Source: an optimization exercise on an open RTL-to-GDS flow (aim: small area, a short achievable clock period and few clock cycles per item). Production flows keep margins and buffers that such runs may drop. At most, simulation tests tie the RTL to the original design; equivalence was not proved. For run 2, only the layout was checked, not whether the RTL still works. No activity file was given, so power comes from the tool's default toggle rates.

$ cat config.mk
export PLATFORM = sky130hd
export DESIGN_NAME = pwm_engine
export DESIGN_NICKNAME = pwm_engine
export VERILOG_FILES = /design/flow/design.v
export SDC_FILE = /design/flow/constraint.sdc
export NUM_CORES = 4
export LEC_CHECK = 0
export CAP_MARGIN = 20
export CORE_MARGIN = 2
export CORE_UTILIZATION = 40
export SLEW_MARGIN = 20
$ cat constraint.sdc
create_clock -name core_clock -period 25.0 [get_ports {clk}]
set_input_delay 5.0000 -clock core_clock [delete_from_list [all_inputs] [get_ports {clk}]]
set_output_delay 5.0000 -clock core_clock [all_outputs]
set_load 0.01 [all_outputs]
$ cat design.v
module pwm_engine (
    input             clk,
    input             rst,         
    input             bus_valid,
    input             bus_write,
    input      [3:0]  bus_addr,    
    input      [1:0]  bus_size,    
    input      [31:0] bus_wdata,
    output            bus_ready,
    output     [31:0] bus_rdata,
    output            bus_err,
    output            ev_valid,
    output     [3:0]  ev_kind,
    output     [7:0]  ev_tmr,
    output     [2:0]  ev_ch,
    output     [31:0] ev_data,
    input             ev_ready
);
    localparam N_DESC  = 20;
    localparam [3:0] C_OK    = 4'd0;
    localparam [3:0] C_SKIP  = 4'd1;
    localparam [3:0] C_INV   = 4'd2;
    localparam [3:0] C_OOR   = 4'd3;
    localparam [3:0] C_CAP   = 4'd4;
    localparam [3:0] C_DBZ   = 4'd5;
    localparam [3:0] C_ILL   = 4'd6;
    localparam [3:0] OP_CONFIG  = 4'h1;
    localparam [3:0] OP_INIT    = 4'h2;
    localparam [3:0] OP_DEINIT  = 4'h3;
    localparam [3:0] OP_START   = 4'h4;
    localparam [3:0] OP_STOP    = 4'h5;
    localparam [3:0] OP_SETPER  = 4'h6;
    localparam [3:0] OP_SETDUTY = 4'h7;
    localparam [3:0] OP_SETFREQ = 4'h8;
    localparam [3:0] OP_RDDESC  = 4'h9;
    localparam [3:0] OP_RDENG   = 4'hA;
    localparam [3:0] E_HOOK_INIT   = 4'd1;
    localparam [3:0] E_HOOK_DEINIT = 4'd2;
    localparam [3:0] E_PWM_START   = 4'd3;
    localparam [3:0] E_PWM_STOP    = 4'd4;
    localparam [3:0] E_WR_RELOAD   = 4'd5;
    localparam [3:0] E_WR_COMPARE  = 4'd6;
    localparam [3:0] E_CS_ENTER    = 4'd7;
    localparam [3:0] E_CS_EXIT     = 4'd8;
    localparam [3:0] E_BARRIER     = 4'd9;
    localparam [2:0] PH_END    = 3'd0;
    localparam [2:0] PH_CSE    = 3'd1;
    localparam [2:0] PH_RLD    = 3'd2;
    localparam [2:0] PH_SCAN   = 3'd3;
    localparam [2:0] PH_BAR    = 3'd4;
    localparam [2:0] PH_PSTART = 3'd5;
    localparam [2:0] PH_RDSH   = 3'd6;    
    reg [2:0]  d_ch   [0:N_DESC-1];
    reg [1:0]  d_tmr  [0:N_DESC-1];
    reg [31:0] d_cs   [0:N_DESC-1];
    reg [31:0] d_per  [0:N_DESC-1];
    reg [9:0]  d_duty [0:N_DESC-1];
    reg [N_DESC-1:0] d_cfg;
    reg [N_DESC-1:0] d_act;
    reg [4:0]  reg_slot [0:15];
    reg [4:0]  reg_cnt;
    reg [22:0] sh_q [0:3];       
    reg [9:0]  sh_r [0:3];       
    reg [3:0]  sh_v;             
    reg [31:0] operand_r;
    reg [31:0] command_r;
    reg [31:0] rdata_r;
    reg [3:0]  code_r;
    reg [3:0]  lastop_r;
    reg        busy;
    reg        first;       
    reg [2:0]  ph;
    reg [1:0]  cur_t;       
    reg [2:0]  cur_ch;
    reg [9:0]  cur_duty;
    reg        cur_cfg;
    reg        cur_act;
    reg        cur_reg;
    reg        is_start;
    reg        pbad_r;      
    reg        fq_run;      
    reg        rel_go;      
    reg        qr_go;       
    reg        qr_go2;      
    reg [6:0]  qm_r;        
    reg        qr_ok;       
    reg [31:0] rel_r;
    reg [31:0] rm_v;
    reg [31:0] rm_s;
    reg [9:0]  cu_d;
    reg [22:0] cu_q;
    reg [9:0]  cu_r;
    reg        ev_valid_r;
    reg [3:0]  ev_kind_r;
    reg [1:0]  ev_tmr_r;
    reg [2:0]  ev_ch_r;
    reg [31:0] ev_t1;
    reg [9:0]  ev_t2;
    reg [6:0]  ev_k;
    reg        s1_v;
    reg [2:0]  s1_ch;
    reg [15:0] mask_r;
    reg [16:0] q_r;         
    reg        qbig_r;      
    reg        qzero_r;     
    reg [3:0]  fq_cnt;
    reg [19:0] fq_rem;
    reg [19:0] fq_sh;       
    integer n;
    wire acc_bad = (bus_size != 2'd2) || (bus_addr[1:0] != 2'd0);
    wire acc_cmd = bus_write && !acc_bad && (bus_addr[3:2] == 2'd1);
    reg [31:0] rd_mux;
    always @* begin
        case (bus_addr[3:2])
            2'd0: rd_mux = operand_r;
            2'd1: rd_mux = command_r;
            2'd2: rd_mux = {19'd0, reg_cnt, lastop_r, code_r};
            default: rd_mux = rdata_r;
        endcase
    end
    assign bus_rdata = acc_bad ? 32'd0 : rd_mux;
    assign bus_err   = !busy && acc_bad;
    wire [3:0] w_op = bus_wdata[31:28];
    wire [4:0] w_i  = bus_wdata[20:16];
    wire       w_idx_ok = (bus_wdata[23:16] < N_DESC);
    wire [1:0] w_dt = d_tmr[w_i];
    wire [1:0] w_t  = (w_op == OP_RDENG) ? operand_r[1:0] : w_dt;
    reg w_reg;
    always @* begin
        w_reg = 1'b0;
        for (n = 0; n < 16; n = n + 1)
            if ((n < reg_cnt) && (reg_slot[n] == w_i))
                w_reg = 1'b1;
    end
    wire [3:0]  c_op   = command_r[31:28];
    wire [7:0]  c_desc = command_r[23:16];
    wire [7:0]  c_tmrf = command_r[15:8];
    wire [2:0]  c_chf  = command_r[2:0];
    wire [31:0] c_v    = operand_r;
    wire c_illegal = (command_r[27:24] != 4'd0) || (command_r[7:3] != 5'd0) ||
                     (c_op == 4'h0) || (c_op >= 4'hB) ||
                     ((c_op != OP_CONFIG) && ((c_tmrf != 8'd0) || (c_chf != 3'd0))) ||
                     ((c_op == OP_RDENG) && (c_desc != 8'd0));
    wire       c_idx_ok = (c_desc < N_DESC);
    wire [4:0] c_i      = c_desc[4:0];
    wire       c_cfg    = cur_cfg;
    wire       c_act    = cur_act;
    wire [1:0] c_t      = cur_t;
    wire [2:0] c_ch     = cur_ch;
    wire [9:0] c_duty   = cur_duty;
    wire       c_reg    = cur_reg;
    wire rdeng_ok = (c_v == 32'd0) || ((c_v >= 32'h100) && (c_v <= 32'h10F)) ||
                    ((c_v >= 32'h200) && (c_v <= 32'h203));
    reg [3:0] c_code;
    always @* begin
        c_code = C_OK;
        if (c_illegal)
            c_code = C_ILL;
        else case (c_op)
            OP_CONFIG:
                if (!c_idx_ok || (c_tmrf >= 8'd4) || (c_chf < 3'd1) || (c_chf > 3'd5) || c_act)
                    c_code = C_INV;
            OP_INIT:
                if (!c_cfg) c_code = C_INV;
                else if (!c_reg && (reg_cnt == 5'd16)) c_code = C_CAP;
            OP_DEINIT, OP_STOP, OP_SETPER:
                if (!c_cfg) c_code = C_INV;
            OP_START:
                if (!c_cfg) c_code = C_INV;
                else if (c_act) c_code = C_SKIP;
            OP_SETDUTY:
                if (!c_cfg) c_code = C_INV;
                else if (pbad_r) c_code = C_OOR;
                else if (cu_d == c_duty) c_code = C_SKIP;
            OP_SETFREQ:
                if (!c_cfg) c_code = C_INV;
                else if (qzero_r) c_code = C_DBZ;
            OP_RDDESC:
                if (!c_idx_ok || (c_v > 32'd4)) c_code = C_INV;
            OP_RDENG:
                if (!rdeng_ok) c_code = C_INV;
            default: c_code = C_ILL;
        endcase
    end
    wire c_ok = (c_code == C_OK);
    wire c_single = (c_op == OP_INIT) || (c_op == OP_DEINIT) || (c_op == OP_STOP);
    wire c_reload = (c_op == OP_START) || (c_op == OP_SETPER) || (c_op == OP_SETFREQ);
    wire fe_valid = c_ok && (c_single || c_reload);
    wire fe_own   = c_single || (c_op == OP_START);   
    reg [3:0] fe_kind;
    always @* begin
        case (c_op)
            OP_INIT:   fe_kind = E_HOOK_INIT;
            OP_DEINIT: fe_kind = E_HOOK_DEINIT;
            OP_STOP:   fe_kind = E_PWM_STOP;
            OP_START:  fe_kind = E_WR_COMPARE;
            default:   fe_kind = E_CS_ENTER;
        endcase
    end
    wire c_rdsh = c_ok && (((c_op == OP_RDDESC) && (c_v[2:0] == 3'd4) && c_cfg) ||
                           ((c_op == OP_RDENG) && (c_v[9:8] == 2'd2)));
    wire c_quick = !c_ok || (c_op == OP_CONFIG) ||
                   (((c_op == OP_RDDESC) || (c_op == OP_RDENG)) && !c_rdsh);
    assign ev_valid = first ? fe_valid : ev_valid_r;
    assign ev_kind  = first ? fe_kind : ev_kind_r;
    assign ev_tmr   = {6'd0, first ? (fe_own ? c_t : 2'd0) : ev_tmr_r};
    assign ev_ch    = first ? (fe_own ? c_ch : 3'd0) : ev_ch_r;
    wire out_free = !ev_valid_r || ev_ready;
    wire done_now = first ? ((fe_valid && c_single && ev_ready) || c_quick)
                          : ((ph == PH_END) && out_free && !qr_go && !qr_go2) || (ph == PH_RDSH);
    assign bus_ready = busy ? done_now : !acc_cmd;
    wire        f_sign = c_v[31];
    wire [7:0]  f_exp  = c_v[30:23];
    wire [22:0] f_frac = c_v[22:0];
    wire [23:0] f_mant = (f_exp == 8'd0) ? {1'b0, f_frac} : {1'b1, f_frac};
    wire [7:0]  f_expe = (f_exp == 8'd0) ? 8'd1 : f_exp;
    wire [27:0] f_m10  = {f_mant, 3'b000} + {3'b000, f_mant, 1'b0};
    wire [7:0]  f_k    = 8'd150 - f_expe;
    wire [39:0] f_rnd  = ({12'd0, f_m10} + (40'd1 << (f_k - 8'd1))) >> f_k;
    reg  [27:0] f_perm;
    reg         f_bad;
    always @* begin
        f_perm = 28'd0;
        f_bad  = 1'b0;
        if (f_exp == 8'hFF)
            f_bad = 1'b1;
        else if (f_expe >= 8'd150)
            f_bad = 1'b1;
        else begin
            if (f_k >= 8'd30)
                f_perm = 28'd0;
            else
                f_perm = f_rnd[27:0];
            if (f_perm > 28'd1000)
                f_bad = 1'b1;
            if (f_sign && (f_perm != 28'd0))
                f_bad = 1'b1;
        end
    end
    function [7:0] dstep10;      
        input [7:0] x;
        begin
            case (x)
                8'd0: dstep10 = {4'd0, 4'd0};
                8'd1: dstep10 = {4'd0, 4'd1};
                8'd2: dstep10 = {4'd0, 4'd2};
                8'd3: dstep10 = {4'd0, 4'd3};
                8'd4: dstep10 = {4'd0, 4'd4};
                8'd5: dstep10 = {4'd0, 4'd5};
                8'd6: dstep10 = {4'd0, 4'd6};
                8'd7: dstep10 = {4'd0, 4'd7};
                8'd8: dstep10 = {4'd0, 4'd8};
                8'd9: dstep10 = {4'd0, 4'd9};
                8'd10: dstep10 = {4'd1, 4'd0};
                8'd11: dstep10 = {4'd1, 4'd1};
                8'd12: dstep10 = {4'd1, 4'd2};
                8'd13: dstep10 = {4'd1, 4'd3};
                8'd14: dstep10 = {4'd1, 4'd4};
                8'd15: dstep10 = {4'd1, 4'd5};
                8'd16: dstep10 = {4'd1, 4'd6};
                8'd17: dstep10 = {4'd1, 4'd7};
                8'd18: dstep10 = {4'd1, 4'd8};
                8'd19: dstep10 = {4'd1, 4'd9};
                8'd20: dstep10 = {4'd2, 4'd0};
                8'd21: dstep10 = {4'd2, 4'd1};
                8'd22: dstep10 = {4'd2, 4'd2};
                8'd23: dstep10 = {4'd2, 4'd3};
                8'd24: dstep10 = {4'd2, 4'd4};
                8'd25: dstep10 = {4'd2, 4'd5};
                8'd26: dstep10 = {4'd2, 4'd6};
                8'd27: dstep10 = {4'd2, 4'd7};
                8'd28: dstep10 = {4'd2, 4'd8};
                8'd29: dstep10 = {4'd2, 4'd9};
                8'd30: dstep10 = {4'd3, 4'd0};
                8'd31: dstep10 = {4'd3, 4'd1};
                8'd32: dstep10 = {4'd3, 4'd2};
                8'd33: dstep10 = {4'd3, 4'd3};
                8'd34: dstep10 = {4'd3, 4'd4};
                8'd35: dstep10 = {4'd3, 4'd5};
                8'd36: dstep10 = {4'd3, 4'd6};
                8'd37: dstep10 = {4'd3, 4'd7};
                8'd38: dstep10 = {4'd3, 4'd8};
                8'd39: dstep10 = {4'd3, 4'd9};
                8'd40: dstep10 = {4'd4, 4'd0};
                8'd41: dstep10 = {4'd4, 4'd1};
                8'd42: dstep10 = {4'd4, 4'd2};
                8'd43: dstep10 = {4'd4, 4'd3};
                8'd44: dstep10 = {4'd4, 4'd4};
                8'd45: dstep10 = {4'd4, 4'd5};
                8'd46: dstep10 = {4'd4, 4'd6};
                8'd47: dstep10 = {4'd4, 4'd7};
                8'd48: dstep10 = {4'd4, 4'd8};
                8'd49: dstep10 = {4'd4, 4'd9};
                8'd50: dstep10 = {4'd5, 4'd0};
                8'd51: dstep10 = {4'd5, 4'd1};
                8'd52: dstep10 = {4'd5, 4'd2};
                8'd53: dstep10 = {4'd5, 4'd3};
                8'd54: dstep10 = {4'd5, 4'd4};
                8'd55: dstep10 = {4'd5, 4'd5};
                8'd56: dstep10 = {4'd5, 4'd6};
                8'd57: dstep10 = {4'd5, 4'd7};
                8'd58: dstep10 = {4'd5, 4'd8};
                8'd59: dstep10 = {4'd5, 4'd9};
                8'd60: dstep10 = {4'd6, 4'd0};
                8'd61: dstep10 = {4'd6, 4'd1};
                8'd62: dstep10 = {4'd6, 4'd2};
                8'd63: dstep10 = {4'd6, 4'd3};
                8'd64: dstep10 = {4'd6, 4'd4};
                8'd65: dstep10 = {4'd6, 4'd5};
                8'd66: dstep10 = {4'd6, 4'd6};
                8'd67: dstep10 = {4'd6, 4'd7};
                8'd68: dstep10 = {4'd6, 4'd8};
                8'd69: dstep10 = {4'd6, 4'd9};
                8'd70: dstep10 = {4'd7, 4'd0};
                8'd71: dstep10 = {4'd7, 4'd1};
                8'd72: dstep10 = {4'd7, 4'd2};
                8'd73: dstep10 = {4'd7, 4'd3};
                8'd74: dstep10 = {4'd7, 4'd4};
                8'd75: dstep10 = {4'd7, 4'd5};
                8'd76: dstep10 = {4'd7, 4'd6};
                8'd77: dstep10 = {4'd7, 4'd7};
                8'd78: dstep10 = {4'd7, 4'd8};
                8'd79: dstep10 = {4'd7, 4'd9};
                8'd80: dstep10 = {4'd8, 4'd0};
                8'd81: dstep10 = {4'd8, 4'd1};
                8'd82: dstep10 = {4'd8, 4'd2};
                8'd83: dstep10 = {4'd8, 4'd3};
                8'd84: dstep10 = {4'd8, 4'd4};
                8'd85: dstep10 = {4'd8, 4'd5};
                8'd86: dstep10 = {4'd8, 4'd6};
                8'd87: dstep10 = {4'd8, 4'd7};
                8'd88: dstep10 = {4'd8, 4'd8};
                8'd89: dstep10 = {4'd8, 4'd9};
                8'd90: dstep10 = {4'd9, 4'd0};
                8'd91: dstep10 = {4'd9, 4'd1};
                8'd92: dstep10 = {4'd9, 4'd2};
                8'd93: dstep10 = {4'd9, 4'd3};
                8'd94: dstep10 = {4'd9, 4'd4};
                8'd95: dstep10 = {4'd9, 4'd5};
                8'd96: dstep10 = {4'd9, 4'd6};
                8'd97: dstep10 = {4'd9, 4'd7};
                8'd98: dstep10 = {4'd9, 4'd8};
                8'd99: dstep10 = {4'd9, 4'd9};
                8'd100: dstep10 = {4'd10, 4'd0};
                8'd101: dstep10 = {4'd10, 4'd1};
                8'd102: dstep10 = {4'd10, 4'd2};
                8'd103: dstep10 = {4'd10, 4'd3};
                8'd104: dstep10 = {4'd10, 4'd4};
                8'd105: dstep10 = {4'd10, 4'd5};
                8'd106: dstep10 = {4'd10, 4'd6};
                8'd107: dstep10 = {4'd10, 4'd7};
                8'd108: dstep10 = {4'd10, 4'd8};
                8'd109: dstep10 = {4'd10, 4'd9};
                8'd110: dstep10 = {4'd11, 4'd0};
                8'd111: dstep10 = {4'd11, 4'd1};
                8'd112: dstep10 = {4'd11, 4'd2};
                8'd113: dstep10 = {4'd11, 4'd3};
                8'd114: dstep10 = {4'd11, 4'd4};
                8'd115: dstep10 = {4'd11, 4'd5};
                8'd116: dstep10 = {4'd11, 4'd6};
                8'd117: dstep10 = {4'd11, 4'd7};
                8'd118: dstep10 = {4'd11, 4'd8};
                8'd119: dstep10 = {4'd11, 4'd9};
                8'd120: dstep10 = {4'd12, 4'd0};
                8'd121: dstep10 = {4'd12, 4'd1};
                8'd122: dstep10 = {4'd12, 4'd2};
                8'd123: dstep10 = {4'd12, 4'd3};
                8'd124: dstep10 = {4'd12, 4'd4};
                8'd125: dstep10 = {4'd12, 4'd5};
                8'd126: dstep10 = {4'd12, 4'd6};
                8'd127: dstep10 = {4'd12, 4'd7};
                8'd128: dstep10 = {4'd12, 4'd8};
                8'd129: dstep10 = {4'd12, 4'd9};
                8'd130: dstep10 = {4'd13, 4'd0};
                8'd131: dstep10 = {4'd13, 4'd1};
                8'd132: dstep10 = {4'd13, 4'd2};
                8'd133: dstep10 = {4'd13, 4'd3};
                8'd134: dstep10 = {4'd13, 4'd4};
                8'd135: dstep10 = {4'd13, 4'd5};
                8'd136: dstep10 = {4'd13, 4'd6};
                8'd137: dstep10 = {4'd13, 4'd7};
                8'd138: dstep10 = {4'd13, 4'd8};
                8'd139: dstep10 = {4'd13, 4'd9};
                8'd140: dstep10 = {4'd14, 4'd0};
                8'd141: dstep10 = {4'd14, 4'd1};
                8'd142: dstep10 = {4'd14, 4'd2};
                8'd143: dstep10 = {4'd14, 4'd3};
                8'd144: dstep10 = {4'd14, 4'd4};
                8'd145: dstep10 = {4'd14, 4'd5};
                8'd146: dstep10 = {4'd14, 4'd6};
                8'd147: dstep10 = {4'd14, 4'd7};
                8'd148: dstep10 = {4'd14, 4'd8};
                8'd149: dstep10 = {4'd14, 4'd9};
                8'd150: dstep10 = {4'd15, 4'd0};
                8'd151: dstep10 = {4'd15, 4'd1};
                8'd152: dstep10 = {4'd15, 4'd2};
                8'd153: dstep10 = {4'd15, 4'd3};
                8'd154: dstep10 = {4'd15, 4'd4};
                8'd155: dstep10 = {4'd15, 4'd5};
                8'd156: dstep10 = {4'd15, 4'd6};
                8'd157: dstep10 = {4'd15, 4'd7};
                8'd158: dstep10 = {4'd15, 4'd8};
                8'd159: dstep10 = {4'd15, 4'd9};
                default: dstep10 = 8'd0;
            endcase
        end
    endfunction
    reg [31:0] q10;
    reg [3:0]  q10_rem;
    reg [7:0]  q10_t;
    always @* begin
        q10_rem = 4'd0;
        q10 = 32'd0;
        for (n = 7; n >= 0; n = n - 1) begin
            q10_t = dstep10({q10_rem, c_v[4*n +: 4]});
            q10[4*n +: 4] = q10_t[7:4];
            q10_rem = q10_t[3:0];
        end
    end
    wire [31:0] cu_t1 = cu_d * cu_q;
    wire [19:0] cu_dr = cu_d * cu_r;
    wire [38:0] cu_drm = cu_dr * 20'd536871;
    wire [9:0]  cu_t2 = cu_drm[38:29];
    wire [6:0]  cu_k  = (cu_d == 10'd0) ? 7'd0 : (cu_d == 10'd1000) ? 7'd100 : 7'd1;
    wire [31:0] ev_sum = ev_t1 + {22'd0, ev_t2} + {25'd0, ev_k};
    assign ev_data = ev_sum;
    reg [N_DESC-1:0] match;
    reg [15:0] mask_c;
    always @* begin
        for (n = 0; n < N_DESC; n = n + 1)
            match[n] = d_act[n] && (d_tmr[n] == c_t);
        for (n = 0; n < 16; n = n + 1)
            mask_c[n] = (n < reg_cnt) && match[reg_slot[n]];
    end
    wire [15:0] mask_src = first ? mask_c : mask_r;
    reg  [3:0]  pick_k;
    always @* begin
        pick_k = 4'd0;
        for (n = 15; n >= 0; n = n - 1)
            if (mask_src[n]) pick_k = n;
    end
    wire [4:0]  pick_j   = reg_slot[pick_k];
    wire [15:0] mask_nxt = mask_src & ~(16'd1 << pick_k);
    wire [31:0] rel_c = rm_v * rm_s + 32'd2;
    wire [28:0] qx   = rel_r[31:3];
    wire [12:0] qs1  = qx[6:0] + 3 * qx[13:7] + 9 * qx[20:14] + 27 * qx[27:21] + (qx[28] ? 13'd81 : 13'd0);
    wire [7:0]  qs2  = qs1[6:0] + 3 * qs1[12:7];
    wire [6:0]  qm   = (qs2 >= 8'd125) ? qs2 - 8'd125 : qs2[6:0];
    wire [22:0] qr_q = (qx[22:0] - {16'd0, qm_r}) * 23'h6978d5;
    reg [19:0] fq_rem_n;
    reg [19:0] fq_sh_n;
    reg [19:0] fq_t;
    reg [19:0] fq_d;
    reg        fq_ge;
    always @* begin
        fq_rem_n = fq_rem;
        fq_sh_n  = fq_sh;
        for (n = 0; n < 2; n = n + 1) begin
            fq_t  = {fq_rem_n[18:0], fq_sh_n[19]};
            fq_d  = {1'b0, fq_t[18:0]} - {3'd0, q_r};
            fq_ge = !fq_d[19];
            fq_sh_n  = {fq_sh_n[18:0], fq_ge};
            fq_rem_n = fq_ge ? fq_d : fq_t;
        end
    end
    wire c_clear = ((c_op == OP_CONFIG) && !c_cfg) || (c_op == OP_INIT) ||
                   (c_op == OP_DEINIT) || (c_op == OP_START);
    wire per_we   = busy && ((first && c_ok && (c_clear || (c_op == OP_SETPER))) || rel_go);
    wire [31:0] per_wd = rel_go ? rm_v : (c_op == OP_SETPER) ? c_v : 32'd0;
    wire duty_we  = busy && first && c_ok && (c_clear || (c_op == OP_SETDUTY));
    wire [9:0] duty_wd = (c_op == OP_SETDUTY) ? cu_d : 10'd0;
    reg [31:0] rd_val;
    always @* begin
        rd_val = 32'd0;
        if (c_op == OP_RDDESC) begin
            if (c_cfg) case (c_v[2:0])
                3'd0: rd_val = {16'd0, 6'd0, c_t, 5'd0, c_ch, 5'd0, c_reg, 1'b1, c_act};
                3'd1: rd_val = {22'd0, c_duty};
                3'd2: rd_val = d_per[c_i];
                3'd3: rd_val = rm_s;
                default: rd_val = 32'd0;
            endcase
        end else begin
            if (c_v[9:8] == 2'd0)
                rd_val = {27'd0, reg_cnt};
            else
                rd_val = ({1'b0, c_v[3:0]} < reg_cnt) ? {27'd0, reg_slot[c_v[3:0]]} : 32'hFFFF_FFFF;
        end
    end
    always @(posedge clk) begin
        if (rst) begin
            d_cfg      <= {N_DESC{1'b0}};
            d_act      <= {N_DESC{1'b0}};
            reg_cnt    <= 5'd0;
            sh_v       <= 4'd0;
            operand_r  <= 32'd0;
            command_r  <= 32'd0;
            rdata_r    <= 32'd0;
            code_r     <= 4'd0;
            lastop_r   <= 4'd0;
            busy       <= 1'b0;
            first      <= 1'b0;
            ph         <= PH_END;
            fq_run     <= 1'b0;
            rel_go     <= 1'b0;
            qr_go      <= 1'b0;
            qr_go2     <= 1'b0;
            qr_ok      <= 1'b0;
            s1_v       <= 1'b0;
            ev_valid_r <= 1'b0;
        end else begin
            first  <= 1'b0;
            rel_go <= 1'b0;
            qr_go  <= 1'b0;
            qr_go2 <= qr_go;
            if (!busy) begin
                if (bus_valid && bus_write && !acc_bad && (bus_addr[3:2] == 2'd0))
                    operand_r <= bus_wdata;
                if (bus_valid && acc_cmd) begin
                    command_r <= bus_wdata;
                    busy      <= 1'b1;
                    first     <= 1'b1;
                    ev_t1     <= 32'd0;
                    ev_t2     <= 10'd0;
                    ev_k      <= 7'd0;
                    pbad_r    <= f_bad;
                    cu_d      <= (w_op == OP_SETDUTY) ? f_perm[9:0] : 10'd1000;
                    cu_q      <= sh_v[w_t] ? sh_q[w_t] : 23'd0;
                    cu_r      <= sh_v[w_t] ? sh_r[w_t] : 10'd0;
                    rm_v      <= (w_op == OP_START) ? 32'd100 : operand_r;
                    rm_s      <= d_cs[w_i];
                    cur_t     <= w_dt;
                    cur_ch    <= d_ch[w_i];
                    cur_duty  <= d_duty[w_i];
                    cur_cfg   <= w_idx_ok && d_cfg[w_i];
                    cur_act   <= w_idx_ok && d_act[w_i];
                    cur_reg   <= w_reg;
                    q_r       <= q10[16:0];
                    qbig_r    <= (q10 > 32'd100000);
                    qzero_r   <= (q10 == 32'd0);
                    fq_cnt    <= 4'd0;
                    fq_rem    <= 20'd0;
                    fq_sh     <= {1'b0, 17'd100000, 2'd0};
                end
            end
            if (busy && first) begin
                is_start <= (c_op == OP_START);
                fq_run   <= c_ok && (c_op == OP_SETFREQ) && !qbig_r;
                rel_go   <= c_ok && (c_op == OP_SETFREQ) && qbig_r;
                if (c_ok && (c_op == OP_SETFREQ) && qbig_r)
                    rm_v <= 32'd0;
                qr_go    <= c_ok && ((c_op == OP_START) || (c_op == OP_SETPER));
                qr_ok    <= 1'b0;
                rel_r    <= rel_c;
                ph       <= PH_END;
                if (c_ok) case (c_op)
                OP_CONFIG: begin
                    d_ch[c_i]  <= c_chf;
                    d_tmr[c_i] <= c_tmrf[1:0];
                    d_cs[c_i]  <= c_v;
                    d_cfg[c_i] <= 1'b1;
                end
                OP_INIT: begin
                    d_act[c_i]  <= 1'b0;
                    if (!c_reg) begin
                        reg_slot[reg_cnt[3:0]] <= c_i;
                        reg_cnt <= reg_cnt + 5'd1;
                    end
                end
                OP_DEINIT:
                    d_act[c_i]  <= 1'b0;
                OP_STOP:
                    d_act[c_i]  <= 1'b0;
                default: ;
                endcase
                if (c_ok && c_reload) begin
                    s1_v   <= (mask_c != 16'd0);
                    cu_d   <= d_duty[pick_j];
                    s1_ch  <= d_ch[pick_j];
                    mask_r <= mask_nxt;
                end else
                    s1_v   <= 1'b0;
                ev_valid_r <= 1'b0;
                if (c_ok && c_single && !ev_ready) begin
                    ev_valid_r <= 1'b1;
                    ev_kind_r  <= fe_kind;
                    ev_tmr_r   <= c_t;
                    ev_ch_r    <= c_ch;
                end
                if (c_ok && c_reload) begin
                    if (!ev_ready) begin
                        ev_valid_r <= 1'b1;
                        ev_kind_r  <= fe_kind;
                        ev_tmr_r   <= fe_own ? c_t : 2'd0;
                        ev_ch_r    <= fe_own ? c_ch : 3'd0;
                        ph         <= (c_op == OP_START) ? PH_CSE : PH_RLD;
                    end else if (c_op == OP_START) begin
                        ev_valid_r <= 1'b1;
                        ev_kind_r  <= E_CS_ENTER;
                        ev_tmr_r   <= 2'd0;
                        ev_ch_r    <= 3'd0;
                        ph         <= PH_RLD;
                    end else if (c_op == OP_SETPER) begin
                        ev_valid_r <= 1'b1;
                        ev_kind_r  <= E_WR_RELOAD;
                        ev_tmr_r   <= c_t;
                        ev_ch_r    <= 3'd0;
                        ev_t1      <= rel_c;
                        ph         <= PH_SCAN;
                    end else
                        ph         <= PH_RLD;
                end
                if (c_ok && (c_op == OP_SETDUTY)) begin
                    ev_valid_r <= 1'b1;
                    ev_kind_r  <= E_WR_COMPARE;
                    ev_tmr_r   <= c_t;
                    ev_ch_r    <= c_ch;
                    ev_t1      <= cu_t1;
                    ev_t2      <= cu_t2;
                    ev_k       <= cu_k;
                    ph         <= PH_BAR;
                end
                if (c_rdsh) begin
                    ev_t1 <= cu_t1;
                    ev_t2 <= cu_t2;
                    ev_k  <= 7'd0;
                    ph    <= PH_RDSH;
                end
            end
            if (busy && !first) begin
                if (out_free) begin
                    ev_valid_r <= 1'b0;
                    case (ph)
                    PH_CSE: begin
                        ev_valid_r <= 1'b1;
                        ev_kind_r  <= E_CS_ENTER;
                        ev_tmr_r   <= 2'd0;
                        ev_ch_r    <= 3'd0;
                        ev_t1      <= 32'd0;
                        ev_t2      <= 10'd0;
                        ev_k       <= 7'd0;
                        ph         <= PH_RLD;
                    end
                    PH_RLD: begin
                        if (!fq_run && !rel_go) begin
                            ev_valid_r <= 1'b1;
                            ev_kind_r  <= E_WR_RELOAD;
                            ev_tmr_r   <= cur_t;
                            ev_ch_r    <= 3'd0;
                            ev_t1      <= rel_r;
                            ev_t2      <= 10'd0;
                            ev_k       <= 7'd0;
                            ph         <= PH_SCAN;
                        end
                    end
                    PH_SCAN: begin
                        if (s1_v) begin
                            if (qr_ok) begin
                                ev_valid_r <= 1'b1;
                                ev_kind_r  <= E_WR_COMPARE;
                                ev_tmr_r   <= cur_t;
                                ev_ch_r    <= s1_ch;
                                ev_t1      <= cu_t1;
                                ev_t2      <= cu_t2;
                                ev_k       <= cu_k;
                                s1_v       <= (mask_r != 16'd0);
                                cu_d       <= d_duty[pick_j];
                                s1_ch      <= d_ch[pick_j];
                                mask_r     <= mask_nxt;
                            end
                        end else begin
                            ev_valid_r <= 1'b1;
                            ev_kind_r  <= E_CS_EXIT;
                            ev_tmr_r   <= 2'd0;
                            ev_ch_r    <= 3'd0;
                            ev_t1      <= 32'd0;
                            ev_t2      <= 10'd0;
                            ev_k       <= 7'd0;
                            ph         <= PH_BAR;
                        end
                    end
                    PH_BAR: begin
                        ev_valid_r <= 1'b1;
                        ev_kind_r  <= E_BARRIER;
                        ev_tmr_r   <= 2'd0;
                        ev_ch_r    <= 3'd0;
                        ev_t1      <= 32'd0;
                        ev_t2      <= 10'd0;
                        ev_k       <= 7'd0;
                        ph         <= is_start ? PH_PSTART : PH_END;
                    end
                    PH_PSTART: begin
                        ev_valid_r <= 1'b1;
                        ev_kind_r  <= E_PWM_START;
                        ev_tmr_r   <= cur_t;
                        ev_ch_r    <= cur_ch;
                        ev_t1      <= 32'd0;
                        ev_t2      <= 10'd0;
                        ev_k       <= 7'd0;
                        ph         <= PH_END;
                    end
                    default: ;
                    endcase
                end
            end
            if (busy && !first && fq_run) begin
                fq_rem <= fq_rem_n;
                fq_sh  <= fq_sh_n;
                fq_cnt <= fq_cnt + 4'd1;
                if (fq_cnt == 4'd8) begin
                    fq_run <= 1'b0;
                    rel_go <= 1'b1;
                    rm_v   <= {15'd0, fq_sh_n[16:0]};
                end
            end
            if (busy && rel_go) begin
                rel_r <= rel_c;
                qr_go <= 1'b1;
            end
            if (qr_go)
                qm_r <= qm;
            if (qr_go2) begin
                sh_q[cur_t] <= qr_q;
                sh_r[cur_t] <= {qm_r, rel_r[2:0]};
                sh_v[cur_t] <= 1'b1;
                cu_q        <= qr_q;
                cu_r        <= {qm_r, rel_r[2:0]};
                qr_ok       <= 1'b1;
            end
            if (per_we)
                d_per[c_i] <= per_wd;
            if (duty_we)
                d_duty[c_i] <= duty_wd;
            if (busy && done_now) begin
                busy     <= 1'b0;
                lastop_r <= c_op;
                if (first) begin
                    code_r <= c_code;
                    if (c_ok && ((c_op == OP_RDDESC) || (c_op == OP_RDENG)))
                        rdata_r <= rd_val;
                end else begin
                    code_r <= C_OK;
                    if (ph == PH_RDSH)
                        rdata_r <= ev_sum;
                end
                if (!first && is_start)
                    d_act[c_i] <= 1'b1;
            end
        end
    end
endmodule
$ cat run.sh
#!/bin/bash
# synth_recipe.tcl (not shown) runs the flow's synth.tcl, then flattens the netlist and writes it again
# the make line also repeats each setting of config.mk as NAME=value (left out here)
make -C /OpenROAD-flow-scripts/flow DESIGN_CONFIG=/design/flow/config.mk WORK_HOME=/design/flow/orfs CLKGATE_MAP_FILE= SYNTH_SCRIPT=/design/flow/synth_recipe.tcl finish
==> metrics.csv, run 1 <==
metric,value,unit
DIE AREA,378000,um^2
CP Data Required Time,20.00,ns
post-synth top area share,42.7,%
drt drc,0,
Core ar.,372000,um^2
leading area contributor after synthesis,edfxtp_1,
RSZ-0062 raised after global routing,no,
most used flip-flop cell after synthesis,edfxtp_1,
post-CTS resize count,0,
setup TNS,0,ns
Worst VDD drop,0.874,mV
Leakage Power,62.3,nW
Layout area overhead,10.0,%
Starting Density,40.1,%
Cell Rows,224,
Detail Route Antenna Nets,0,
final worst path period share,51.5,%
antenna violations before repair,23,
Critical Path Fanout Max,34,
Sink Count,2298,
first-pass GRT wire length,699000,um
share of layout cells above drive strength 1,13.1,%
clock buffer depth,4,
synthesized area,149000,um^2
Cell variety after synth,114,
DR vias,101000,
placed cells,16800,
Ys Warns,1,
Worst-Margin Slew,1.23,ns
CTS H-tree depth,4,
Synth async-reset ratio,0,%
slowest cell on the critical path,nor2_1,
utilization after layout,44.2,%
Slew Limit Fails,0,
crit path kind,in2out,
Die Y,615,um
post-synthesis register bit count,2298,
vias in the first global route,100000,
most instantiated library cell after synthesis,edfxtp_1,
Congestion Overflow GR,0,
clock skew,0.163,ns
max_slew headroom,17.1,%
wire per inst,27.9,um
"CTS clk-pin slew, worst paths",0.05,ns
pin count of the biggest net entering global routing,131,
Setup crit start kind,input port,
Hold Crit Class,reg2reg,
Post-Route WL,483000,um
TritonCTS clock tree,yes,
hold_buf cts,0,
"top cells by area, synth","edfxtp_1 43%, fa_1 12%, mux4_2 10%",
outcome,timing/DRC/antenna clean,
global placer's final weighted congestion,0.979,
Iter 0 DRT Violations,11900,
final net count,13800,
total iterations of the first detailed-routing run,7,
Synth top cells by count,"2120 x edfxtp_1, 1455 x nand2_1, 1282 x inv_1, 889 x fa_1, 744 x ha_1",
Largest regs,"d_cs (640), d_per (640), d_duty (200)",
Clock Latency Late Sink,1.02,ns
sequential share of the synthesized area,45.1,%
final setup margin,12.13,ns
chip width,615,um
Post-DP HPWL,329000,um
power per cell area,144,nW/um^2
Post-synth EDFFs,2120,
PortBufs,118,
Mapped Cells,12200,
"worst slack, placed",12.27,ns
Fin. Hold Viols,0,
max incr delay on CP,0.79,ns
via/cell ratio,5.85,
Syn Area/Cell,12.2,um^2
Most common cell on crit path,clkdlybuf4s50_1,
total of max-cap violations,0,
root buf cell,clkbuf_16,
CP arrival,7.87,ns
CTS Buf Count,236,
Crit. End Element,output port,
Peak Freq,0.0777,GHz
Setup Viol. Count Final,0,
GRT Util Overall,25.1,%
Post-Layout Cell Count,17300,
fin crit period,12.87,ns
post-CTS setup buffer count,0,
"Cell Chain, Critical Path",clkdlybuf4s50_1 > or4b_2 > buf_4 > nor2_1 > clkdlybuf4s50_1,
io pins,125,
-- metrics by stage --
stage	total power [mW]	instance area [um^2]	hold slack (ns)
detailed placement	20.1	156000	0.441
floorplan	15.5	149000	0.421
finish	23.7	164000	0.453
global placement	20.0	156000	0.436
CTS	23.8	164000	0.453
global route	25.9	164000	0.465
-- power by group --
part,total (mW),internal (mW),switching (mW)
sequential,4.52,4.49,0.0323
clock,3.54,1.96,1.58
combinational,15.6,6.06,9.55
-- routing by layer --
metal / GRT usage [%] / share of wire, % / wire, um / vias to the layer above
met2: 39.0 / 45 / 218000 / 5009
met5: 0 / 0.019 / 92 / -
met4: 13.8 / 6.3 / 30400 / 14
met3: 4.72 / 9.2 / 44400 / 1025
li1: - / - / - / 43200
met1: 33.3 / 39 / 189000 / 51900
-- kinds of logic (layout without fill, tap and decap cells) --
logic type | after synthesis | in the layout | share of synthesized area (%)
other | 1 | 45 | 0.00251
buffers and inverters | 2060 | 2126 | 5.26
adder cells (fa/ha/maj) | 1637 | 1637 | 18.2
multiplexers | 946 | 946 | 12.0
XOR/XNOR | 447 | 447 | 2.63
AO/OA/AOI/OAI | 1724 | 1724 | 7.49
flip-flops | 2298 | 2298 | 45.1
AND/OR/NAND/NOR | 3094 | 3094 | 9.30
-- final timing paths --
check,from,end,slack (ns),cells after the start
max,bus_size[0],bus_rdata[27],12.13,5
min,code_r[2],code_r[2],0.45,2
max reg2reg,cu_d[4],ev_t2[9],12.93,50
min reg2reg,code_r[2],code_r[2],0.45,2
-- worst max-delay path: cells and delay by family --
family	cells	cell delay, ns
simple gates	2	1.45
buf+inv	3	1.38
-- layout by cell type (no fill, tap or decap), types with 48 or more instances in the layout --
cell	n
xnor2_1	316
nor3_1	121
xor2_1	125
a21oi_1	603
clkbuf_16	237
nand2_1	1452
mux4_2	669
mux2_2	92
a31oi_1	71
o21ai_0	293
nand4_1	48
inv_1	1281
mux2i_1	183
ha_1	744
a22o_1	60
fa_1	889
o21bai_1	54
edfxtp_1	2120
clkdlybuf4s50_1	110
a21o_1	78
buf_4	283
and3_1	78
dfxtp_1	145
clkinv_2	51
nand3_1	189
nor2_1	576
and2_1	295
-- layout make-up --
type / count / area [um^2]
Tap cell: 4972 / 6220
Sequential cell: 2298 / 67300
Antenna cell: 15 / 37.5
Clock buffer: 277 / 6120
Inverter: 1289 / 4840
Clock inverter: 160 / 1490
Timing Repair Buffer: 400 / 3310
Fill cell: 33900 / 208000
Multi-Input combinational cell: 7878 / 74800
Testbench counts, summed over its fixed seeds: cycles 26,235, commands 3,712.
==> inputs of run 2 (changes only) <==
--- a/design.v
+++ b/design.v
@@ -85,8 +85,7 @@
     reg [6:0]  qm_r;        
     reg        qr_ok;       
     reg [31:0] rel_r;
-    reg [31:0] rm_v;
-    reg [31:0] rm_s;
+    reg [1:0]  rv_sel;      
     reg [9:0]  cu_d;
     reg [22:0] cu_q;
     reg [9:0]  cu_r;
@@ -103,7 +102,7 @@
     reg [16:0] q_r;         
     reg        qbig_r;      
     reg        qzero_r;     
-    reg [3:0]  fq_cnt;
+    reg [3:0]  fq_cnt;      
     reg [19:0] fq_rem;
     reg [19:0] fq_sh;       
     integer n;
@@ -183,6 +182,7 @@
         endcase
     end
     wire c_ok = (c_code == C_OK);
+    wire c_fq0 = (c_op == OP_SETFREQ) && qbig_r;      
     wire c_single = (c_op == OP_INIT) || (c_op == OP_DEINIT) || (c_op == OP_STOP);
     wire c_reload = (c_op == OP_START) || (c_op == OP_SETPER) || (c_op == OP_SETFREQ);
     wire fe_valid = c_ok && (c_single || c_reload);
@@ -211,32 +211,16 @@
     assign bus_ready = busy ? done_now : !acc_cmd;
     wire        f_sign = c_v[31];
     wire [7:0]  f_exp  = c_v[30:23];
-    wire [22:0] f_frac = c_v[22:0];
-    wire [23:0] f_mant = (f_exp == 8'd0) ? {1'b0, f_frac} : {1'b1, f_frac};
-    wire [7:0]  f_expe = (f_exp == 8'd0) ? 8'd1 : f_exp;
+    wire [23:0] f_mant = {(f_exp != 8'd0), c_v[22:0]};
     wire [27:0] f_m10  = {f_mant, 3'b000} + {3'b000, f_mant, 1'b0};
-    wire [7:0]  f_k    = 8'd150 - f_expe;
-    wire [39:0] f_rnd  = ({12'd0, f_m10} + (40'd1 << (f_k - 8'd1))) >> f_k;
-    reg  [27:0] f_perm;
-    reg         f_bad;
-    always @* begin
-        f_perm = 28'd0;
-        f_bad  = 1'b0;
-        if (f_exp == 8'hFF)
-            f_bad = 1'b1;
-        else if (f_expe >= 8'd150)
-            f_bad = 1'b1;
-        else begin
-            if (f_k >= 8'd30)
-                f_perm = 28'd0;
-            else
-                f_perm = f_rnd[27:0];
-            if (f_perm > 28'd1000)
-                f_bad = 1'b1;
-            if (f_sign && (f_perm != 28'd0))
-                f_bad = 1'b1;
-        end
-    end
+    wire [7:0]  f_s    = 8'd133 - f_exp;                  
+    wire [11:0] f_t    = f_m10[27:16] >> f_s[3:0];        
+    wire [10:0] f_y    = ({1'b0, f_t} + 13'd1) >> 1;      
+    wire        f_zero = (f_exp <= 8'd121);               
+    wire [10:0] f_yy   = f_zero ? 11'd0 : f_y;
+    wire        f_bad  = (f_exp == 8'hFF) || (f_exp > 8'd133) || (f_yy > 11'd1000) ||
+                         (f_sign && (f_yy != 11'd0));
+    wire [9:0]  f_perm = f_yy[9:0];
     function [7:0] dstep10;      
         input [7:0] x;
         begin
@@ -405,13 +389,13 @@
             endcase
         end
     endfunction
-    reg [31:0] q10;
+    reg [19:0] q10;              
     reg [3:0]  q10_rem;
     reg [7:0]  q10_t;
     always @* begin
         q10_rem = 4'd0;
-        q10 = 32'd0;
-        for (n = 7; n >= 0; n = n - 1) begin
+        q10 = 20'd0;
+        for (n = 4; n >= 0; n = n - 1) begin
             q10_t = dstep10({q10_rem, c_v[4*n +: 4]});
             q10[4*n +: 4] = q10_t[7:4];
             q10_rem = q10_t[3:0];
@@ -441,12 +425,56 @@
     end
     wire [4:0]  pick_j   = reg_slot[pick_k];
     wire [15:0] mask_nxt = mask_src & ~(16'd1 << pick_k);
+    wire [4:0]  dc_idx  = busy ? pick_j : w_i;
+    wire [9:0]  dc_duty = d_duty[dc_idx];
+    wire [2:0]  dc_ch   = d_ch[dc_idx];
+    reg  [31:0] rm_v;
+    always @* begin
+        case (rv_sel)
+            2'd0: rm_v = c_v;
+            2'd1: rm_v = 32'd100;
+            2'd2: rm_v = {15'd0, fq_sh[16:0]};
+            default: rm_v = 32'd0;
+        endcase
+    end
+    wire [31:0] rm_s  = d_cs[c_i];
     wire [31:0] rel_c = rm_v * rm_s + 32'd2;
     wire [28:0] qx   = rel_r[31:3];
     wire [12:0] qs1  = qx[6:0] + 3 * qx[13:7] + 9 * qx[20:14] + 27 * qx[27:21] + (qx[28] ? 13'd81 : 13'd0);
     wire [7:0]  qs2  = qs1[6:0] + 3 * qs1[12:7];
     wire [6:0]  qm   = (qs2 >= 8'd125) ? qs2 - 8'd125 : qs2[6:0];
     wire [22:0] qr_q = (qx[22:0] - {16'd0, qm_r}) * 23'h6978d5;
+    reg [4:0] fq_len;
+    always @* begin
+        fq_len = 5'd0;
+        for (n = 0; n < 17; n = n + 1)
+            if (q_r[n]) fq_len = n + 1;
+    end
+    reg [19:0] fq_rem0;
+    reg [19:0] fq_sh0;
+    reg [3:0]  fq_cnt0;
+    always @* begin
+        case (fq_len)
+            5'd1: begin fq_rem0 = 20'd0; fq_sh0 = 20'd400000; fq_cnt0 = 4'd8; end
+            5'd2: begin fq_rem0 = 20'd1; fq_sh0 = 20'd551424; fq_cnt0 = 4'd7; end
+            5'd3: begin fq_rem0 = 20'd1; fq_sh0 = 20'd551424; fq_cnt0 = 4'd7; end
+            5'd4: begin fq_rem0 = 20'd6; fq_sh0 = 20'd108544; fq_cnt0 = 4'd6; end
+            5'd5: begin fq_rem0 = 20'd6; fq_sh0 = 20'd108544; fq_cnt0 = 4'd6; end
+            5'd6: begin fq_rem0 = 20'd24; fq_sh0 = 20'd434176; fq_cnt0 = 4'd5; end
+            5'd7: begin fq_rem0 = 20'd24; fq_sh0 = 20'd434176; fq_cnt0 = 4'd5; end
+            5'd8: begin fq_rem0 = 20'd97; fq_sh0 = 20'd688128; fq_cnt0 = 4'd4; end
+            5'd9: begin fq_rem0 = 20'd97; fq_sh0 = 20'd688128; fq_cnt0 = 4'd4; end
+            5'd10: begin fq_rem0 = 20'd390; fq_sh0 = 20'd655360; fq_cnt0 = 4'd3; end
+            5'd11: begin fq_rem0 = 20'd390; fq_sh0 = 20'd655360; fq_cnt0 = 4'd3; end
+            5'd12: begin fq_rem0 = 20'd1562; fq_sh0 = 20'd524288; fq_cnt0 = 4'd2; end
+            5'd13: begin fq_rem0 = 20'd1562; fq_sh0 = 20'd524288; fq_cnt0 = 4'd2; end
+            5'd14: begin fq_rem0 = 20'd6250; fq_sh0 = 20'd0; fq_cnt0 = 4'd1; end
+            5'd15: begin fq_rem0 = 20'd6250; fq_sh0 = 20'd0; fq_cnt0 = 4'd1; end
+            5'd16: begin fq_rem0 = 20'd25000; fq_sh0 = 20'd0; fq_cnt0 = 4'd0; end
+            5'd17: begin fq_rem0 = 20'd25000; fq_sh0 = 20'd0; fq_cnt0 = 4'd0; end
+            default: begin fq_rem0 = 20'd0; fq_sh0 = 20'd0; fq_cnt0 = 4'd0; end
+        endcase
+    end
     reg [19:0] fq_rem_n;
     reg [19:0] fq_sh_n;
     reg [19:0] fq_t;
@@ -465,7 +493,7 @@
     end
     wire c_clear = ((c_op == OP_CONFIG) && !c_cfg) || (c_op == OP_INIT) ||
                    (c_op == OP_DEINIT) || (c_op == OP_START);
-    wire per_we   = busy && ((first && c_ok && (c_clear || (c_op == OP_SETPER))) || rel_go);
+    wire per_we   = busy && ((first && c_ok && (c_clear || (c_op == OP_SETPER) || c_fq0)) || rel_go);
     wire [31:0] per_wd = rel_go ? rm_v : (c_op == OP_SETPER) ? c_v : 32'd0;
     wire duty_we  = busy && first && c_ok && (c_clear || (c_op == OP_SETDUTY));
     wire [9:0] duty_wd = (c_op == OP_SETDUTY) ? cu_d : 10'd0;
@@ -524,33 +552,39 @@
                     ev_t2     <= 10'd0;
                     ev_k      <= 7'd0;
                     pbad_r    <= f_bad;
-                    cu_d      <= (w_op == OP_SETDUTY) ? f_perm[9:0] : 10'd1000;
+                    cu_d      <= (w_op == OP_SETDUTY) ? f_perm : 10'd1000;
                     cu_q      <= sh_v[w_t] ? sh_q[w_t] : 23'd0;
                     cu_r      <= sh_v[w_t] ? sh_r[w_t] : 10'd0;
-                    rm_v      <= (w_op == OP_START) ? 32'd100 : operand_r;
-                    rm_s      <= d_cs[w_i];
+                    rv_sel    <= (w_op == OP_START) ? 2'd1 :
+                                 ((w_op == OP_SETFREQ) && (operand_r >= 32'd1000010)) ? 2'd3 : 2'd0;
                     cur_t     <= w_dt;
-                    cur_ch    <= d_ch[w_i];
-                    cur_duty  <= d_duty[w_i];
+                    cur_ch    <= dc_ch;
+                    cur_duty  <= dc_duty;
                     cur_cfg   <= w_idx_ok && d_cfg[w_i];
                     cur_act   <= w_idx_ok && d_act[w_i];
                     cur_reg   <= w_reg;
                     q_r       <= q10[16:0];
-                    qbig_r    <= (q10 > 32'd100000);
-                    qzero_r   <= (q10 == 32'd0);
-                    fq_cnt    <= 4'd0;
-                    fq_rem    <= 20'd0;
-                    fq_sh     <= {1'b0, 17'd100000, 2'd0};
+                    qbig_r    <= (operand_r >= 32'd1000010);
+                    qzero_r   <= (operand_r < 32'd10);
                 end
             end
             if (busy && first) begin
                 is_start <= (c_op == OP_START);
                 fq_run   <= c_ok && (c_op == OP_SETFREQ) && !qbig_r;
-                rel_go   <= c_ok && (c_op == OP_SETFREQ) && qbig_r;
-                if (c_ok && (c_op == OP_SETFREQ) && qbig_r)
-                    rm_v <= 32'd0;
+                fq_rem   <= fq_rem0;
+                fq_sh    <= fq_sh0;
+                fq_cnt   <= fq_cnt0;
+                if (c_ok && c_fq0) begin
+                    sh_q[c_t]   <= 23'd0;
+                    sh_r[c_t]   <= 10'd2;
+                    sh_v[c_t]   <= 1'b1;
+                    cu_q        <= 23'd0;
+                    cu_r        <= 10'd2;
+                    qr_ok       <= 1'b1;
+                end
                 qr_go    <= c_ok && ((c_op == OP_START) || (c_op == OP_SETPER));
-                qr_ok    <= 1'b0;
+                if (!(c_ok && c_fq0))
+                    qr_ok <= 1'b0;
                 rel_r    <= rel_c;
                 ph       <= PH_END;
                 if (c_ok) case (c_op)
@@ -575,8 +609,8 @@
                 endcase
                 if (c_ok && c_reload) begin
                     s1_v   <= (mask_c != 16'd0);
-                    cu_d   <= d_duty[pick_j];
-                    s1_ch  <= d_ch[pick_j];
+                    cu_d   <= dc_duty;
+                    s1_ch  <= dc_ch;
                     mask_r <= mask_nxt;
                 end else
                     s1_v   <= 1'b0;
@@ -600,7 +634,7 @@
                         ev_tmr_r   <= 2'd0;
                         ev_ch_r    <= 3'd0;
                         ph         <= PH_RLD;
-                    end else if (c_op == OP_SETPER) begin
+                    end else if ((c_op == OP_SETPER) || c_fq0) begin
                         ev_valid_r <= 1'b1;
                         ev_kind_r  <= E_WR_RELOAD;
                         ev_tmr_r   <= c_t;
@@ -664,8 +698,8 @@
                                 ev_t2      <= cu_t2;
                                 ev_k       <= cu_k;
                                 s1_v       <= (mask_r != 16'd0);
-                                cu_d       <= d_duty[pick_j];
-                                s1_ch      <= d_ch[pick_j];
+                                cu_d       <= dc_duty;
+                                s1_ch      <= dc_ch;
                                 mask_r     <= mask_nxt;
                             end
                         end else begin
@@ -706,11 +740,11 @@
             if (busy && !first && fq_run) begin
                 fq_rem <= fq_rem_n;
                 fq_sh  <= fq_sh_n;
-                fq_cnt <= fq_cnt + 4'd1;
-                if (fq_cnt == 4'd8) begin
+                fq_cnt <= fq_cnt - 4'd1;
+                if (fq_cnt == 4'd0) begin
                     fq_run <= 1'b0;
                     rel_go <= 1'b1;
-                    rm_v   <= {15'd0, fq_sh_n[16:0]};
+                    rv_sel <= 2'd2;
                 end
             end
             if (busy && rel_go) begin
==> flow/run.sh (new file) <==
#!/bin/bash
# The standard layout (the standard.sh, standard synthesis unchanged), with
# ORFS's repair_timing asked to leave SETUP_SLACK_MARGIN ns of setup slack at
# the design's clock, so that the paths it achieves are optimised below it.
set -uo pipefail
MARGIN=14
if ! bash standard.sh synth > synth.log 2>&1; then tail -40 synth.log; exit 1; fi
if ! bash standard.sh SETUP_SLACK_MARGIN=$MARGIN finish > layout.log 2>&1; then tail -40 layout.log; exit 1; fi
==> standard.sh (new file) <==
#!/bin/bash
# synth_recipe.tcl (not shown) runs the flow's synth.tcl, then flattens the netlist and writes it again
# the make line also repeats each setting of config.mk as NAME=value (left out here)
make -C /OpenROAD-flow-scripts/flow DESIGN_CONFIG=/design/flow/config.mk WORK_HOME=/design/flow/orfs CLKGATE_MAP_FILE= SYNTH_SCRIPT=/design/flow/synth_recipe.tcl "${@:-finish}"
removed: run.sh
==> run 2 against run 1 <==
  * Clock power is 1% lower
  * Non-clock buffer count is 120 higher
  * Critical path depth is 4 higher
  * Clock skew is 0.061 ns lower
  * Routed wire length is 3.7% higher
  * Final cell count is 3.4% lower
  * Global-route usage is 2.0 points higher
  * Via count is 2.1% lower
  * Worst setup slack better by 1.4 ns
  * Core utilization is 0.88 points higher
  * Area after synthesis is 4.4% lower
  * Largest power group unchanged
  * Highest routed layer unchanged
==> metrics.csv, run 2 <==
metric,value,unit
vias in the first global route,100000,
utilization after layout,45.0,%
share of layout cells above drive strength 1,14.5,%
final setup margin,13.50,ns
pin count of the biggest net entering global routing,121,
depth of the worst hold-timing path,0,
Clock Latency Late Sink,0.96,ns
max_slew headroom,10.8,%
"worst slack, placed",12.26,ns
global placer's final weighted congestion,0.983,
Fin. Hold Viols,0,
r2r endpoint,ev_t2[9],
outcome,timing/DRC/antenna clean,
final instance area,160000,um^2
Largest regs,"d_cs (640), d_per (640), d_duty (200)",
Starting Density,40.1,%
RR Startpoint,cu_d[5],
most used flip-flop cell after synthesis,edfxtp_1,
Crit. End Element,output port,
dpl cell area,150000,um^2
Setup crit start kind,input port,
Cell Rows,219,
crit path kind,in2out,
chip width,601,um
Post-Route WL,501000,um
sequential share of the synthesized area,45.8,%
Congestion Overflow GR,0,
TritonCTS clock tree,yes,
Slew Limit Fails,0,
PortBufs,118,
post-synth top area share,43.3,%
Synth top cells by count,"2058 x edfxtp_1, 1294 x inv_1, 1162 x nand2_1, 866 x fa_1, 714 x ha_1",
hold_buf cts,0,
Cell variety after synth,119,
total iterations of the first detailed-routing run,6,
"top cells by area, synth","edfxtp_1 43%, fa_1 12%, mux4_2 8.4%",
setup TNS,0,ns
endpoint of the worst hold path,q_r[16],
total of max-cap violations,0,
first-pass GRT wire length,715000,um
root buf cell,clkbuf_16,
CTS H-tree depth,4,
Syn Area/Cell,12.3,um^2
RSZ-0062 raised after global routing,yes,
Synth async-reset ratio,0,%
fin crit period,11.50,ns
Worst-Margin Slew,1.34,ns
CP Data Required Time,20.00,ns
Setup Viol. Count Final,0,
final net count,13400,
post-synthesis register bit count,2236,
Post-DP HPWL,343000,um
Core ar.,355000,um^2
Post-Layout Cell Count,16700,
power per cell area,143,nW/um^2
clock buffer depth,4,
Ys Warns,1,
Die Y,601,um
DIE AREA,361000,um^2
"CTS clk-pin slew, worst paths",0.06,ns
Iter 0 DRT Violations,11500,
Mapped Cells,11600,
hold path start,q10[16],
Sink Count,2236,
Layout area overhead,12.2,%
final worst path period share,46.0,%
"most common cell after layout, fill and taps aside",edfxtp_1,
Detail Route Antenna Nets,0,
Peak Freq,0.0869,GHz
placed cells,16100,
io pins,125,
Critical Path Fanout Max,7,
antenna violations before repair,33,
wire per inst,30.0,um
CP arrival,6.50,ns
GRT Util Overall,27.2,%
clock skew,0.102,ns
via/cell ratio,5.93,
most instantiated library cell after synthesis,edfxtp_1,
worst reg2reg setup slack,14.34,ns
Worst VDD drop,2.58,mV
drt drc,0,
Post-synth EDFFs,2058,
CTS Buf Count,232,
leading area contributor after synthesis,edfxtp_1,
DR vias,99000,
"commonest non-fill, non-tap cells in the layout","2058 x edfxtp_1, 1292 x inv_1, 1159 x nand2_1",
synthesized area,143000,um^2
Leakage Power,58.1,nW
Hold Crit Class,reg2reg,
Worst Reg2Reg Path Length in Cells,47,
-- run 2: per-layer routing --
| metal | share of wire (%) | wire length (um) | vias up | track usage (%) |
|---|---|---|---|---|
| met5 | 0.023 | 115 | - | 0 |
| met4 | 7.9 | 39500 | 18 | 18.3 |
| li1 | - | - | 41800 | - |
| met3 | 8.6 | 43000 | 1169 | 5.19 |
| met1 | 38 | 190000 | 50900 | 34.2 |
| met2 | 46 | 228000 | 5070 | 42.6 |
-- run 2: area by class of cell --
class,count,area (um^2)
inverters,1301,4890
multi-input cells,7438,71200
clock inverters,130,1300
well taps,4751,5940
repair buffers,520,4890
flip-flops and latches,2236,65400
clock buffers,305,6330
diodes,16,40.0
fillers,31900,195000
-- run 2: critical path, cell delays in order --
cell and delay (ns):
buf_16 0.11, buf_16 0.12, buf_12 0.12, buf_6 0.11
and2_4 0.24, buf_12 0.20, a21oi_2 0.22, nor2_4 0.04
dlygate4sd2_1 0.29
-- run 2: per-stage QoR --
step / hold WS, ns / power (mW)
2_1_floorplan: 0.386 / 15.0
3_3_place_gp: 0.395 / 18.5
3_5_place_dp: 0.389 / 18.6
4_1_cts: 0.425 / 22.4
5_1_grt: 0.449 / 25.4
6_report: 0.433 / 22.8
-- run 2: how the worst max path moves through the flow --
stage	start	endpoint	slack [ns]	cells past startpoint
floorplan	bus_size[0]	bus_ready	13.68	5
global placement	ev_ready	bus_ready	12.29	8
detailed placement	ev_ready	bus_ready	12.26	8
CTS	bus_addr[0]	bus_ready	13.57	6
global route	bus_addr[3]	bus_rdata[17]	13.51	9
finish	bus_addr[3]	bus_rdata[16]	13.50	9
-- run 2: logic make-up after synthesis --
group | synth area share [%]
other | 0.00263
adders and majority gates | 18.4
and+or+nand+nor | 9.65
buffers and inverters | 5.44
xor gates and xnor gates | 2.64
muxes | 10.1
DFF | 45.8
AOI/OAI and AO/OA | 7.93
-- run 2: report_power, final --
part	switching [mW]	internal (mW)	leakage (nW)
clock network	1.53	1.97	3.71
registers	0.0267	4.07	18.8
logic	8.54	6.68	35.7
-- run 2: repair_timing --
| item | 4_1_cts | 5_1_grt |
|---|---|---|
| pin swaps | 17 | 44 |
| gates cloned | 8 | 4 |
| endpoints found under the setup margin | 65 | 60 |
| buffers inserted | 53 | 46 |
| gates resized for setup | 256 | 140 |
| hold endpoints to repair | 0 | 0 |
==> inputs of run 3 (changes only) <==
--- a/design.v
+++ b/design.v
@@ -68,6 +68,7 @@
     reg [3:0]  code_r;
     reg [3:0]  lastop_r;
     reg        busy;
+    reg        rej;         
     reg        first;       
     reg [2:0]  ph;
     reg [1:0]  cur_t;       
@@ -208,7 +209,7 @@
     wire out_free = !ev_valid_r || ev_ready;
     wire done_now = first ? ((fe_valid && c_single && ev_ready) || c_quick)
                           : ((ph == PH_END) && out_free && !qr_go && !qr_go2) || (ph == PH_RDSH);
-    assign bus_ready = busy ? done_now : !acc_cmd;
+    assign bus_ready = rej || (busy ? done_now : !(bus_write && !bus_addr[3] && bus_addr[2]));
     wire        f_sign = c_v[31];
     wire [7:0]  f_exp  = c_v[30:23];
     wire [23:0] f_mant = {(f_exp != 8'd0), c_v[22:0]};
@@ -527,6 +528,7 @@
             code_r     <= 4'd0;
             lastop_r   <= 4'd0;
             busy       <= 1'b0;
+            rej        <= 1'b0;
             first      <= 1'b0;
             ph         <= PH_END;
             fq_run     <= 1'b0;
@@ -539,6 +541,7 @@
         end else begin
             first  <= 1'b0;
             rel_go <= 1'b0;
+            rej    <= !busy && !rej && bus_valid && bus_write && (bus_addr[3:2] == 2'd1) && acc_bad;
             qr_go  <= 1'b0;
             qr_go2 <= qr_go;
             if (!busy) begin
==> run 3 against run 2 <==
  * Register-to-register slack about the same
  * Worst hold slack better by 0.018 ns
  * Worst setup slack gained 0.22 ns
  * Total power up 2.9%
  * Critical path depth down 2
  * Critical endpoint is now bus_rdata[11]
  * Largest cell class unchanged
  * Highest routed layer unchanged
==> metrics.csv, run 3 <==
metric,value,unit
outcome,timing/DRC/antenna clean,
Fin. Hold Viols,0,
Tot Pwr,23.5,mW
Clock Latency Late Sink,0.99,ns
Post-synth EDFFs,2058,
Hold Crit Class,reg2reg,
Layout area overhead,12.2,%
Cell variety after synth,105,
Setup crit start kind,input port,
Simple-Gate Fraction of Synth Area,9.60,%
post-synthesis register bit count,2237,
max_slew headroom,14.0,%
setup TNS,0,ns
Starting Density,40.2,%
GRT Util Overall,26.6,%
Synth top cells by count,"2058 x edfxtp_1, 1240 x inv_1, 1237 x nand2_1, 866 x fa_1, 714 x ha_1",
multi-input logic area,71400,um^2
Synth async-reset ratio,0,%
share of layout cells above drive strength 1,14.3,%
Slew Limit Fails,0,
post-synth top area share,43.3,%
post-synthesis mux area share,10.2,%
"most common cell after layout, fill and taps aside",edfxtp_1,
Fin Hold WS,0.451,ns
most used flip-flop cell after synthesis,edfxtp_1,
Ys Warns,1,
final worst path period share,45.1,%
wire per inst,29.2,um
clock buffer depth,4,
CP Data Required Time,20.00,ns
Post-Route WL,488000,um
Cell Rows,219,
Post-DP HPWL,332000,um
crit path kind,in2out,
final net count,13400,
root buf cell,clkbuf_16,
clock skew,0.0929,ns
pin count of the biggest net entering global routing,71,
Sink Count,2237,
sequential share of the synthesized area,45.8,%
Leakage Power,62.7,nW
CTS Buf Count,236,
"CTS clk-pin slew, worst paths",0.06,ns
DIE AREA,362000,um^2
Congestion Overflow GR,0,
global placer's final weighted congestion,0.987,
Peak Freq,0.0886,GHz
TritonCTS clock tree,yes,
via/cell ratio,5.93,
Die Y,602,um
antenna violations before repair,38,
largest family of logic cells by synthesized area,adder cells,
Mapped Cells,11600,
synthesized area,143000,um^2
Setup Viol. Count Final,0,
"commonest non-fill, non-tap cells in the layout","2058 x edfxtp_1, 1238 x inv_1, 1233 x nand2_1",
first-pass GRT wire length,702000,um
RSZ-0062 raised after global routing,yes,
Register Area,65400,um^2
XOR/XNOR share of the synthesized area,2.60,%
power per cell area,147,nW/um^2
CP arrival,6.28,ns
chip width,602,um
CTS H-tree depth,4,
Critical Path Fanout Max,3,
Worst VDD drop,1.06,mV
Crit. End Element,output port,
total iterations of the first detailed-routing run,18,
leading area contributor after synthesis,edfxtp_1,
Worst-Margin Slew,1.25,ns
fin crit period,11.28,ns
Core ar.,356000,um^2
Syn Area/Cell,12.3,um^2
Largest regs,"d_cs (640), d_per (640), d_duty (200)",
total of max-cap violations,0,
"top cells by area, synth","edfxtp_1 43%, fa_1 12%, mux4_2 8.6%",
drt drc,0,
compound-gate portion of the synthesized area,8.13,%
io pins,125,
most instantiated library cell after synthesis,edfxtp_1,
Adder-Cell Fraction of Synth Area,18.4,%
DR vias,99100,
Iter 0 DRT Violations,12300,
PortBufs,118,
Detail Route Antenna Nets,0,
Fillers,32100,
vias in the first global route,99900,
-- run 3: worst max-delay path, cell delays in order --
cell    delay, ns
buf_12       0.08
buf_12       0.10
buf_12       0.15
buf_12       0.12
mux4_2       0.50
and2_4       0.19
buf_6        0.12
-- run 3: layer usage --
metal / vias up / GRT usage, % / wire (um)
li1: 41800 / - / -
met1: 50700 / 34.0 / 184000
met2: 5398 / 40.6 / 216000
met3: 1166 / 6.57 / 51200
met4: 20 / 16.8 / 36500
met5: - / 0.0661 / 158
-- run 3: kinds of logic after synthesis --
family | Yosys count
AO/OA/AOI/OAI | 1706
XOR/XNOR | 424
adder cells (fa/ha/maj) | 1584
buffers and inverters | 1941
flip-flops | 2237
multiplexers | 772
other | 1
AND/OR/NAND/NOR | 2972
-- run 3: area by class of cell --
| type | instances | area share [%] |
|---|---|---|
| tap | 4751 | 3.71 |
| multi-input combinational | 7491 | 44.5 |
| clock inverter | 150 | 1.04 |
| timing repair buffer | 516 | 3.08 |
| inverter | 1247 | 2.93 |
| antenna | 26 | 0.0406 |
| clock buffer | 286 | 3.85 |
| sequential | 2237 | 40.8 |
-- run 3: timing repair --
action | 4_1_cts | 5_1_grt
hold buffers | 0 | 0
cloned | 11 | 3
gates resized for setup | 332 | 72
pin swaps | 37 | 45
setup endpoints to repair | 64 | 59
setup buffers | 64 | 24
-- run 3: path summary, 6_finish.rpt --
kind,startpoint,endpoint,slack [ns],cells past startpoint
worst max-delay path,bus_addr[3],bus_rdata[11],13.72,7
worst min-delay path,sh_v[0],sh_v[0],0.45,1
worst max register to register,cu_d[3],ev_t2[6],14.34,45
worst min register to register,sh_v[0],sh_v[0],0.45,1
-- run 3: power breakdown --
part	total, mW	internal, mW	switching, mW
clock network	3.59	2.04	1.54
registers	4.07	4.04	0.0245
logic	15.8	6.89	8.94
total	23.5	13.0	10.5
-- run 3: metrics by stage --
stage	instances	cell area, um^2	setup WS (ns)	utilization [%]
after floorplan	11700	143000	14.04	-
after global placement	16100	150000	12.10	42.2
after detailed placement	16100	150000	12.08	42.2
after CTS	16600	160000	13.73	44.9
after global routing	16700	160000	13.72	45.1
final	16700	160000	13.72	45.1
Testbench counts of run 3, summed over its fixed seeds: cycles 24,974, commands 3,712.

## port drivers added, routing unchanged
No port has a modelled driver above. Below, the same layouts with a new extraction and two added sets of constraints.
Step 1, drivers: a clkbuf_16 drives clk and a buf_2 each remaining input, both assumed.
Step 2, shift: input delay + t, output delay - t, t = (earliest + latest rising clock arrival at the registers) / 2. This alone moves slack from input paths to output paths.
a / b / c = no drivers / after step 1 / after step 2; a / b = the first two.
run	t (ns)	slack for setup (ns)	hold slack, ns	worst setup path after step 2
run 1	1.059	12.132 / 12.107 / 12.107	0.453 / 0.453 / 0.453	input to output
run 2	1.007	13.497 / 13.406 / 13.406	0.433 / 0.433 / 0.433	input to output
run 3	1.030	13.715 / 13.652 / 13.652	0.451 / 0.451 / 0.451	input to output
After both steps setup and hold are still met in every run listed. For run 2, which loses most, drivers alone change the setup slack by -0.091 ns; drivers and shift together by -0.091 ns.
